Source: an optimization exercise on an open RTL-to-GDS flow (aim: small area and few clock cycles). Production flows keep margins and buffers that such runs may drop. At most, simulation tests tie the RTL to the original design; equivalence was not proved. Only the layout flow was run in runs 2 and 3; the RTL was not checked for function there. Power is estimated from default activity; no workload was simulated.

`flow/config.mk`:
```
export PLATFORM = sky130hd
export DESIGN_NAME = lifx_assembler
export DESIGN_NICKNAME = lifx_assembler
export VERILOG_FILES = /design/flow/design.v
export SDC_FILE = /design/flow/constraint.sdc
export NUM_CORES = 4
export LEC_CHECK = 0
export CAP_MARGIN = 20
export CORE_AREA = 5 5 395 395
export DIE_AREA = 0 0 400 400
export SLEW_MARGIN = 20
```
`flow/run.sh`:
```
#!/bin/bash
# synth_recipe.tcl (not shown) runs the flow's synth.tcl, then flattens the netlist and writes it again
# the make line also repeats each setting of config.mk as NAME=value (left out here)
make -C /OpenROAD-flow-scripts/flow DESIGN_CONFIG=/design/flow/config.mk WORK_HOME=/design/flow/orfs CLKGATE_MAP_FILE= SYNTH_SCRIPT=/design/flow/synth_recipe.tcl finish
```
`flow/design.v`:
```
module lifx_registry (
    input  wire [15:0] mtype,
    output reg         known,
    output reg  [6:0]  plen,
    output wire [6:0]  last_idx
);
    always @(*) begin
        known = 1'b1;
        case (mtype)
            16'd2:   plen = 7'd0;    
            16'd3:   plen = 7'd5;    
            16'd12:  plen = 7'd0;    
            16'd13:  plen = 7'd14;   
            16'd14:  plen = 7'd0;    
            16'd15:  plen = 7'd20;   
            16'd16:  plen = 7'd0;    
            16'd17:  plen = 7'd14;   
            16'd18:  plen = 7'd0;    
            16'd19:  plen = 7'd20;   
            16'd20:  plen = 7'd0;    
            16'd21:  plen = 7'd6;    
            16'd22:  plen = 7'd2;    
            16'd23:  plen = 7'd0;    
            16'd24:  plen = 7'd32;   
            16'd25:  plen = 7'd32;   
            16'd32:  plen = 7'd0;    
            16'd33:  plen = 7'd12;   
            16'd34:  plen = 7'd0;    
            16'd35:  plen = 7'd24;   
            16'd45:  plen = 7'd0;    
            16'd48:  plen = 7'd0;    
            16'd49:  plen = 7'd56;   
            16'd50:  plen = 7'd56;   
            16'd51:  plen = 7'd0;    
            16'd52:  plen = 7'd56;   
            16'd53:  plen = 7'd56;   
            16'd54:  plen = 7'd0;    
            16'd55:  plen = 7'd56;   
            16'd56:  plen = 7'd56;   
            16'd58:  plen = 7'd64;   
            16'd59:  plen = 7'd64;   
            16'd101: plen = 7'd0;    
            16'd102: plen = 7'd13;   
            16'd103: plen = 7'd21;   
            16'd107: plen = 7'd52;   
            16'd116: plen = 7'd0;    
            16'd117: plen = 7'd6;    
            16'd118: plen = 7'd2;    
            16'd119: plen = 7'd25;   
            16'd120: plen = 7'd0;    
            16'd121: plen = 7'd2;    
            16'd122: plen = 7'd2;    
            default: begin
                known = 1'b0;
                plen  = 7'd0;
            end
        endcase
    end
    assign last_idx = 7'd35 + plen;
endmodule
module lifx_assembler (
    input  wire         clk,
    input  wire         rst,
    input  wire         req_valid,
    output wire         req_ready,
    input  wire [11:0]  hdr_protocol,
    input  wire         hdr_addressable,
    input  wire         hdr_tagged,
    input  wire [1:0]   hdr_origin,
    input  wire [31:0]  hdr_source,
    input  wire [63:0]  hdr_target,
    input  wire [47:0]  hdr_site_id,
    input  wire         hdr_res_required,
    input  wire         hdr_ack_required,
    input  wire [7:0]   hdr_sequence,
    input  wire [63:0]  hdr_timestamp,
    input  wire [15:0]  pld_type,
    input  wire [511:0] pld_data,
    output wire         tx_valid,
    output wire         tx_last,
    output wire [7:0]   tx_data,
    input  wire         tx_ready,
    output wire         res_valid,
    output wire [3:0]   res_status
);
    localparam [3:0] ST_OK           = 4'd0;
    localparam [3:0] ST_UNKNOWN_TYPE = 4'd5;
    wire       reg_known;
    wire [6:0] reg_plen;
    wire [6:0] reg_last;
    lifx_registry u_registry (
        .mtype    (pld_type),
        .known    (reg_known),
        .plen     (reg_plen),
        .last_idx (reg_last)
    );
    reg  [6:0] idx;                       
    wire offer = req_valid && !rst;
    assign tx_valid  = offer && reg_known;
    assign tx_last   = (idx == reg_last);
    wire   tx_fire   = tx_valid && tx_ready;
    assign req_ready = !rst && (!reg_known || (tx_ready && tx_last));
    assign res_valid  = offer && req_ready;
    assign res_status = reg_known ? ST_OK : ST_UNKNOWN_TYPE;
    always @(posedge clk) begin
        if (rst)
            idx <= 7'd0;
        else if (tx_fire)
            idx <= tx_last ? 7'd0 : idx + 7'd1;
    end
    wire [15:0] size = 16'd36 + {9'd0, reg_plen};
    wire [287:0] hdr_bytes;
    assign hdr_bytes[15:0]    = size;
    assign hdr_bytes[31:16]   = {hdr_origin, hdr_tagged, hdr_addressable, hdr_protocol};
    assign hdr_bytes[63:32]   = hdr_source;
    assign hdr_bytes[127:64]  = hdr_target;
    assign hdr_bytes[175:128] = hdr_site_id;
    assign hdr_bytes[183:176] = {6'b000000, hdr_ack_required, hdr_res_required};
    assign hdr_bytes[191:184] = hdr_sequence;
    assign hdr_bytes[255:192] = hdr_timestamp;
    assign hdr_bytes[271:256] = pld_type;
    assign hdr_bytes[287:272] = 16'h0000;
    wire [799:0] frame = {pld_data[511:0], hdr_bytes};
    wire [7:0]  lo_hot = 8'd1  << idx[2:0];
    wire [15:0] hi_hot = 16'd1 << idx[6:3];
    wire [7:0]  sel;
    genvar gb, gj;
    generate
        for (gb = 0; gb < 8; gb = gb + 1) begin : g_bit
            wire [99:0] terms;
            for (gj = 0; gj < 100; gj = gj + 1) begin : g_byte
                assign terms[gj] = lo_hot[gj % 8] & hi_hot[gj / 8] & frame[8*gj + gb];
            end
            assign sel[gb] = |terms;
        end
    endgenerate
    wire is_13_17 = (pld_type == 16'd13)  || (pld_type == 16'd17);
    wire is_15_19 = (pld_type == 16'd15)  || (pld_type == 16'd19);
    wire is_res0  = (pld_type == 16'd102) || (pld_type == 16'd103) ||
                    (pld_type == 16'd119);
    wire is_107   = (pld_type == 16'd107);
    wire reserved = (is_13_17 && (idx == 7'd48 || idx == 7'd49)) ||
                    (is_15_19 && (idx >= 7'd44 && idx <= 7'd51)) ||
                    (is_res0  && (idx == 7'd36)) ||
                    (is_107   && (idx == 7'd44 || idx == 7'd45 ||
                                  (idx >= 7'd80 && idx <= 7'd87)));
    assign tx_data = reserved ? 8'h00 : sel;
endmodule
```
`flow/constraint.sdc`:
```
create_clock -name core_clock -period 8.0 [get_ports {clk}]
set_input_delay 1.6000 -clock core_clock [delete_from_list [all_inputs] [get_ports {clk}]]
set_output_delay 1.6000 -clock core_clock [all_outputs]
set_load 0.01 [all_outputs]
```
==> impl_metrics.json, run 1 <==
{
  "finalCriticalPeriod_ns": 7.57,
  "regMostFlops": "idx",
  "drv_cap": 0,
  "numCtsBuffers": 3,
  "fin_nets": 2599,
  "area_growth_pct": 189,
  "insertion_delay_ns": 0.23,
  "leakagePower_nw": 5.93,
  "power_mw": 0.614,
  "cts_hold_buffers": 0,
  "wl_um": 188000,
  "final_cells": 3962,
  "wire_per_inst_um": 47.3,
  "ir_worst_vdd_mv": 0.0501,
  "slew_headroom": 0.200,
  "synth_edf_count": 0,
  "postCtsSetupRepairBufs": 0,
  "skew_ns": 0.00149,
  "dr.pass1.iters": 6,
  "status": "no timing/DRC/antenna violations",
  "ys_async_sr_fraction": 0,
  "worstPathRequired_ns": 6.40,
  "finalSetupViolCount": 0,
  "grt_pass1_vias": 14787,
  "grt-ovfl-total": 0,
  "place.gp.congestion": 1.03,
  "yosysUniqueCellTypes": 79,
  "grt_max_degree": 26,
  "synth_cells": 935,
  "whs_ns": 0.615,
  "grt_antenna_before_repair": 279,
  "root_buffer": "clkbuf_16",
  "ys_seq_elements": 7,
  "cts_resized": 0,
  "drt_iter0_markers": 2350,
  "ys_top_cells_by_area": "a22oi_1 35%, a221oi_1 4.8%, nor2_1 4.7%",
  "intPower_mw": 0.444,
  "layout_commonest_cell": "clkdlybuf4s50_1",
  "endpoint_kind": "primary output",
  "top_regs": "idx x7",
  "drcViolationCount": 0,
  "hold_viol": 0,
  "grt_pass1_wl_um": 216000,
  "die_w_um": 400,
  "multi_input_comb_area_um2": 6350,
  "worstPathMaxFanout": 8,
  "reg2reg_from": "idx[2]$_SDFFE_PP0P_",
  "cts.sinks": 7,
  "timing.final.crit_share": 0.947,
  "synth_top_cell_by_area": "a22oi_1",
  "worst_pin_slew_ns": 1.20,
  "critPathLaunchType": "input pin",
  "min_path_type": "reg -> reg",
  "dieArea_um2": 160000,
  "viasPerCell": 4.04,
  "cts.path.max_buffers": 2,
  "min_from": "idx[1]$_SDFFE_PP0P_",
  "syn_area_um2": 6350,
  "cp.arrival_ns": 5.97,
  "rsz0062_at_grt": "false",
  "htreeDepth": 1,
  "grtUsageTotal": 0.221,
  "clkPwrFrac": 0.141,
  "synth_ff_type": "dfxtp_1",
  "ys_seq_area_frac": 0.0221,
  "largest_register_ffs": 7,
  "cts_tree": "built",
  "dp_cells": 3842,
  "coreArea_um2": 152000,
  "portBuffers": 779,
  "fmax_ghz": 0.132,
  "clk_pin_slew_ns": 0.04,
  "yosysWarnings": 2,
  "yosys.area.top_type_share": 0.353,
  "worstSetupPathType": "in -> out",
  "maxSlewViolCount": 0,
  "power.density_nw_per_um2": 33.5,
  "start_util": 0.0419,
  "synth.avg_cell_area_um2": 6.79,
  "ioPinCount": 782,
  "vias": 16015,
  "ant_nets": 0,
  "dp_hpwl_um": 168000,
  "fin_util": 0.121,
  "die_height_um": 400,
  "num-fill-cells": 17573,
  "drive_above_1_share": 0.131,
  "final_cell_mix": "776 x clkdlybuf4s50_1, 299 x a22oi_1, 143 x buf_4",
  "power_frac_seq": 0.057,
  "rows": 143,
  "pwr-share-comb": 0.802,
  "power_switching_mw": 0.170,
  "regArea_um2": 140,
  "sw_frac_of_total": 0.277,
  "startpoint": "pld_type[1]"
}
## stage by stage
step / area, um2 / setup TNS (ns) / worst slack [ns]
6_report: 18300 / 0 / 0.425
5_1_grt: 18100 / 0 / 0.194
4_1_cts: 18000 / 0 / 0.0520
3_5_place_dp: 18000 / 0 / 0.0657
3_3_place_gp: 17900 / -0.235 / -0.122
2_1_floorplan: 6360 / 0 / 2.06
## final cells by class
type	count	share of cell area
tap	2030	0.139
timing repair buffer	921	0.485
sequential	7	0.00765
clock buffer	4	0.00430
antenna	116	0.0158
multi-input combinational	870	0.346
inverter	14	0.00287
## synth_stat cells, types with 9 or more instances
cell type,instances
a22o_1,30
a221oi_1,35
and3_1,9
a21oi_1,15
nor2_1,80
nor3_1,51
nand2_1,68
nand2b_1,15
nand3_1,30
clkbuf_1,18
nor4_1,18
ha_1,16
mux2i_1,11
buf_2,17
nand4_1,43
inv_1,14
a22oi_1,299
## worst max-delay path, cell delays in order
cell and delay (ns):
clkdlybuf4s50_1 0.56, inv_1 0.20, ha_1 0.36, mux2i_1 0.12, o221a_2 0.30, o21ai_0 0.38, and2_1 0.28, ha_1 0.27
nand2b_1 0.10, and4_1 0.21, o31ai_1 0.49, nand2_1 0.17, a311oi_2 0.55, a21oi_1 0.18, buf_4 0.18
## power groups by stage
stage / sequential, mW / clock [mW] / combinational, mW
3_3_place_gp: 0.0356 / 0 / 0.484
3_5_place_dp: 0.0356 / 0 / 0.484
6_report: 0.0351 / 0.0865 / 0.492
2_1_floorplan: 0.0356 / 0 / 0.0307
4_1_cts: 0.0351 / 0.0872 / 0.489
5_1_grt: 0.0350 / 0.0917 / 0.502
## cell families (layout without fill, tap and decap cells)
| kind of cell | after synthesis | count (layout) | share of synthesized area |
|---|---|---|---|
| AO/OA/AOI/OAI | 441 | 441 | 0.533 |
| AND/OR/NAND/NOR | 382 | 382 | 0.324 |
| buffers and inverters | 59 | 939 | 0.0431 |
| adder cells (fa/ha/maj) | 16 | 16 | 0.0315 |
| multiplexers | 15 | 15 | 0.0244 |
| XOR/XNOR | 14 | 14 | 0.0215 |
| flip-flops | 7 | 7 | 0.0221 |
| other | 1 | 118 | 0.000590 |
## final timing paths
check,to,slack (ns),cells after the start
min,idx[1]$_SDFFE_PP0P_,0.61,2
max,req_ready,0.43,15
max reg2reg,idx[5]$_SDFFE_PP0P_,5.86,4
min reg2reg,idx[1]$_SDFFE_PP0P_,0.61,2
## routing by layer
layer / share of wire / track usage / wire [um]
met1: 0.36 / 0.243 / 67100
met2: 0.43 / 0.342 / 81200
met3: 0.14 / 0.123 / 26600
met4: 0.061 / 0.111 / 11500
met5: 0.0056 / 0 / 1050
Testbench counts, summed over its fixed seeds: cycles 77,707.
==> run 2, diff against run 1 <==
--- a/flow/design.v
+++ b/flow/design.v
@@ -125,12 +125,19 @@
     wire [15:0] hi_hot = 16'd1 << idx[6:3];
     wire [7:0]  sel;
-    genvar gb, gj;
+    genvar gb, gh, gl;
     generate
         for (gb = 0; gb < 8; gb = gb + 1) begin : g_bit
-            wire [99:0] terms;
-            for (gj = 0; gj < 100; gj = gj + 1) begin : g_byte
-                assign terms[gj] = lo_hot[gj % 8] & hi_hot[gj / 8] & frame[8*gj + gb];
+            wire [12:0] grp;
+            for (gh = 0; gh < 13; gh = gh + 1) begin : g_grp
+                wire [7:0] terms;
+                for (gl = 0; gl < 8; gl = gl + 1) begin : g_byte
+                    if (8*gh + gl < 100)
+                        assign terms[gl] = lo_hot[gl] & frame[8*(8*gh + gl) + gb];
+                    else
+                        assign terms[gl] = 1'b0;
+                end
+                assign grp[gh] = hi_hot[gh] & (|terms);
             end
-            assign sel[gb] = |terms;
+            assign sel[gb] = |grp;
         end
     endgenerate
==> flow/flow/run.sh (new file) <==
#!/bin/bash
# Standard layout, with the port buffers made of the smallest buffer cell
# (buf_1) instead of the cell buffer_ports picks by default.
set -euo pipefail
bash standard.sh 'BUFFER_PORTS_ARGS=-buffer_cell sky130_fd_sc_hd__buf_1' finish > orfs_make.log 2>&1
==> flow/standard.sh (new file) <==
#!/bin/bash
# synth_recipe.tcl (not shown) runs the flow's synth.tcl, then flattens the netlist and writes it again
# the make line also repeats each setting of config.mk as NAME=value (left out here)
make -C /OpenROAD-flow-scripts/flow DESIGN_CONFIG=/design/flow/config.mk WORK_HOME=/design/flow/orfs CLKGATE_MAP_FILE= SYNTH_SCRIPT=/design/flow/synth_recipe.tcl "${@:-finish}"
--- a/flow/config.mk
+++ b/flow/config.mk
@@ -7,5 +7,5 @@
 export LEC_CHECK = 0
 export CAP_MARGIN = 20
-export CORE_AREA = 5 5 395 395
-export DIE_AREA = 0 0 400 400
+export CORE_AREA = 5 5 155 155
+export DIE_AREA = 0 0 160 160
 export SLEW_MARGIN = 20
removed: flow/run.sh
==> run 2 against run 1 <==
  * The run now fails in 3_2_place_iop
  * Synthesized cell count shrank 5.8%
  * Synthesized area shrank 2.0%
==> impl_metrics.json, run 2 <==
{
  "yosysUniqueCellTypes": 66,
  "yosysMostFrequentCell": "a222oi_1",
  "rows": 54,
  "run.stop_error": "[ERROR PPL-0024] Number of IO pins (782) exceeds maximum number of available positions (572). Increase the die perimeter from 640.00um to 1063.52um.",
  "synth_cells": 881,
  "synth.avg_cell_area_um2": 7.07,
  "syn_area_um2": 6230,
  "start_util": 0.284,
  "ys_async_sr_fraction": 0,
  "die_w_um": 160,
  "yosysWarnings": 2,
  "synth_top_cell_by_area": "a222oi_1",
  "yosys.area.top_type_share": 0.291,
  "die_height_um": 160,
  "status": "aborted with a tool error",
  "synth_common_cells": "181 x a222oi_1, 82 x clkbuf_1, 81 x nand2_1, 74 x a21oi_1, 63 x a221oi_1",
  "ys_seq_area_frac": 0.0225,
  "ys_seq_elements": 7,
  "synth_edf_count": 0,
  "synth_ff_type": "dfxtp_1",
  "ys_top_cells_by_area": "a222oi_1 29%, a221oi_1 8.9%, a21oi_1 5.9%",
  "lastStage": "3_2_place_iop"
}
[run 2: cell count changes after synthesis, sizes merged, moves of 15 or more]
cell and change:
nor2 -51, nor3 -42, a221oi +29, a222oi +178, a22oi -262, nand4 -40
nand3 -15, a21o +47, a22o -25, a21oi +60, clkbuf +63
[run 2: cell families after synthesis]
group | Yosys count | synth area share
buffers and inverters | 135 | 0.0870
adder cells (fa/ha/maj) | 16 | 0.0322
other | 1 | 0.000602
XOR/XNOR | 10 | 0.0141
AO/OA/AOI/OAI | 499 | 0.656
flip-flops | 7 | 0.0225
multiplexers | 17 | 0.0295
AND/OR/NAND/NOR | 196 | 0.158
==> run 3, diff against run 2 <==
--- a/flow/config.mk
+++ b/flow/config.mk
@@ -7,5 +7,5 @@
 export LEC_CHECK = 0
 export CAP_MARGIN = 20
-export CORE_AREA = 5 5 155 155
-export DIE_AREA = 0 0 160 160
+export CORE_AREA = 5 5 275 275
+export DIE_AREA = 0 0 280 280
 export SLEW_MARGIN = 20
==> run 3 against run 2 <==
  * The run now finishes clean
  * Synthesized cell count stayed put
  * Synthesized area stayed put
==> impl_metrics.json, run 3 <==
{
  "hold_viol": 0,
  "synth_compound_area_frac": 0.656,
  "cts.sinks": 7,
  "clk_pin_slew_ns": 0.04,
  "cts_resized": 0,
  "coreArea_um2": 72600,
  "skew_ns": 0.00190,
  "worstSetupPathType": "in -> out",
  "worstPathRequired_ns": 6.40,
  "critPathMaxStageDelay_ns": 0.54,
  "whs_ns": 0.596,
  "insertion_delay_ns": 0.23,
  "vias": 12754,
  "ys_top_cells_by_area": "a222oi_1 29%, a221oi_1 8.9%, a21oi_1 5.9%",
  "drt_iter0_markers": 1779,
  "min_path_type": "reg -> reg",
  "path_cells": "buf_1 -> inv_1 -> ha_1 -> nor2_1 -> a2111oi_1 -> a311oi_2 -> a221oi_2 -> ha_1 -> nand2b_1 -> nor2_1 -> a211oi_1 -> nor3_1 -> o211ai_1 -> a21oi_2 -> a21oi_1 -> nor2_1 -> buf_1",
  "power.density_nw_per_um2": 39.5,
  "ant_nets": 0,
  "timing.final.crit_share": 0.889,
  "synth_cells": 881,
  "grt_use_met2": 0.319,
  "status": "no timing/DRC/antenna violations",
  "postCtsSetupRepairBufs": 0,
  "final_cells": 2552,
  "rsz0062_at_grt": "false",
  "drcViolationCount": 0,
  "synth_ff_type": "dfxtp_1",
  "place.gp.congestion": 0.919,
  "rows": 99,
  "cts_tree": "built",
  "viasPerCell": 5.00,
  "synth_edf_count": 0,
  "yosysMostFrequentCell": "a222oi_1",
  "yosys.area.top_type_share": 0.291,
  "start_util": 0.0858,
  "leakagePower_nw": 2.93,
  "fin_util": 0.143,
  "grt_max_degree": 82,
  "wl_um": 81500,
  "grt-ovfl-total": 0,
  "path_common_cell": "nor2_1",
  "ir_worst_vdd_mv": 0.0638,
  "root_buffer": "clkbuf_16",
  "synthAdderAreaFrac": 0.0322,
  "portBuffers": 779,
  "grt_antenna_before_repair": 49,
  "yosysUniqueCellTypes": 66,
  "fin_nets": 2358,
  "use_met1": 0.228,
  "top_regs": "idx x7",
  "htreeDepth": 1,
  "final_cell_mix": "779 x buf_1, 181 x a222oi_1, 81 x nand2_1",
  "ys_async_sr_fraction": 0,
  "maxSlewViolCount": 0,
  "drv_cap": 0,
  "regMostFlops": "idx",
  "area_growth_pct": 66.9,
  "synth_common_cells": "181 x a222oi_1, 82 x clkbuf_1, 81 x nand2_1, 74 x a21oi_1, 63 x a221oi_1",
  "use_met3": 0.0651,
  "endpoint_kind": "primary output",
  "ioPinCount": 782,
  "die_height_um": 280,
  "synth.avg_cell_area_um2": 7.07,
  "cts.path.max_buffers": 2,
  "worstPathMaxFanout": 12,
  "numCtsBuffers": 3,
  "crit_family": "compound AO/OA/AOI/OAI gates",
  "critPathLaunchType": "input pin",
  "dr.pass1.iters": 12,
  "ys_seq_area_frac": 0.0225,
  "dp_cells": 2530,
  "cts_hold_buffers": 0,
  "finalSetupViolCount": 0,
  "grtUsageTotal": 0.188,
  "grt_pass1_wl_um": 102000,
  "syn_area_um2": 6230,
  "grt_busiest_layer": "met2",
  "reg2reg_from": "idx[2]$_SDFFE_PP0P_",
  "synth_simple_gate_area_share": 0.158,
  "num-fill-cells": 8516,
  "synth-xor-area-share": 0.0141,
  "slew_headroom": 0.228,
  "cp.arrival_ns": 5.51,
  "fmax_ghz": 0.141,
  "layout_commonest_cell": "buf_1",
  "dp_hpwl_um": 68800,
  "largest_register_ffs": 7,
  "dieArea_um2": 78400,
  "wire_per_inst_um": 31.9,
  "worst_pin_slew_ns": 1.16,
  "ys_seq_elements": 7,
  "startpoint": "pld_type[0]",
  "grt_pass1_vias": 11989,
  "min_from": "idx[0]$_SDFFE_PP0P_",
  "finalCriticalPeriod_ns": 7.11,
  "synth_top_family_by_area": "compound AO/OA/AOI/OAI gates",
  "cp_num_buf_inv": 3,
  "die_w_um": 280,
  "synth_top_cell_by_area": "a222oi_1",
  "yosysWarnings": 2,
  "drive_above_1_share": 0.0457,
  "yosys-mux-area-fraction": 0.0295,
  "fin_setup_tns_ns": 0,
  "crit_slowest_cell": "a221oi_2"
}
## run 3: cell counts after synthesis
No cell type changed its count.
## run 3: cell type report
type,instances,area (um2),area share
well taps,959,1200,0.115
diodes,18,45.0,0.00434
inverters,13,51.3,0.00494
flip-flops and latches,7,144,0.0138
repair buffers,811,3220,0.310
clock buffers,4,78.8,0.00759
multi-input cells,740,5650,0.544
## run 3: cell families (layout without fill, tap and decap cells)
group,count (synthesis),count (layout)
buffers and inverters,135,828
adder cells (fa/ha/maj),16,16
multiplexers,17,17
other,1,20
AO/OA/AOI/OAI,499,499
AND/OR/NAND/NOR,196,196
XOR/XNOR,10,10
flip-flops,7,7
## run 3: report_power, final
| part | leakage (nW) | internal [mW] | switching [mW] |
|---|---|---|---|
| Sequential | 0.0573 | 0.0352 | 0.00153 |
| Clock | 0.0383 | 0.0664 | 0.0203 |
| Combinational | 2.84 | 0.139 | 0.148 |
## run 3: metal layers
metal  vias up  wire length (um)
li1       5349                 -
met1      6079             31400
met2      1078             37700
met3       202              9280
met4        46              2800
met5         -               305
## run 3: worst paths after layout
path / endpoint / slack, ns / depth (start not counted)
worst max-delay path: req_ready / 0.89 / 17
worst min-delay path: idx[0]$_SDFFE_PP0P_ / 0.60 / 2
worst max register to register: idx[5]$_SDFFE_PP0P_ / 5.15 / 8
worst min register to register: idx[0]$_SDFFE_PP0P_ / 0.60 / 2
## run 3: worst reg2reg max path: stages, from the launching register on
cell	delay [ns]
dfxtp_4	0.75
buf_4	0.56
xnor2_1	0.19
xnor2_1	0.15
nor3_1	0.23
o211ai_1	0.14
a21oi_2	0.42
or4_1	0.20
a31oi_1	0.08
## run 3: through the flow
step / area, um2 / setup slack [ns] / power (mW)
final: 10400 / 0.888 / 0.411
after global routing: 10400 / 0.422 / 0.433
after CTS: 10300 / 0.941 / 0.408
after detailed placement: 10300 / 0.959 / 0.319
after global placement: 10300 / 0.927 / 0.318
after floorplan: 6230 / 2.05 / 0.124

[port drivers added, routing unchanged]
In the flow no input, the clock included, has a driving cell. The finished layouts below were timed again as built, in two steps.
Step 1, drivers: a clkbuf_16 drives clk and a buf_2 each remaining input, both assumed.
Step 2 also shifts input and output timing later by t, the mid clock arrival at the registers, as if the neighbouring blocks saw the same clock.
a / b / c = no drivers / after step 1 / after step 2; a / b = the first two.
run | t, ns | setup slack, ns | clock arrival spread, ns
run 1 | 0.280 | 0.425 / 0.330 / 0.330 | 0.001 / 0.002
run 3 | 0.266 | 0.888 / 0.864 / 0.864 | 0.002 / 0.002
After both steps setup and hold are still met in every run listed. The setup slack of run 1, which loses most, moves by -0.095 ns with the drivers and by -0.095 ns with both steps.
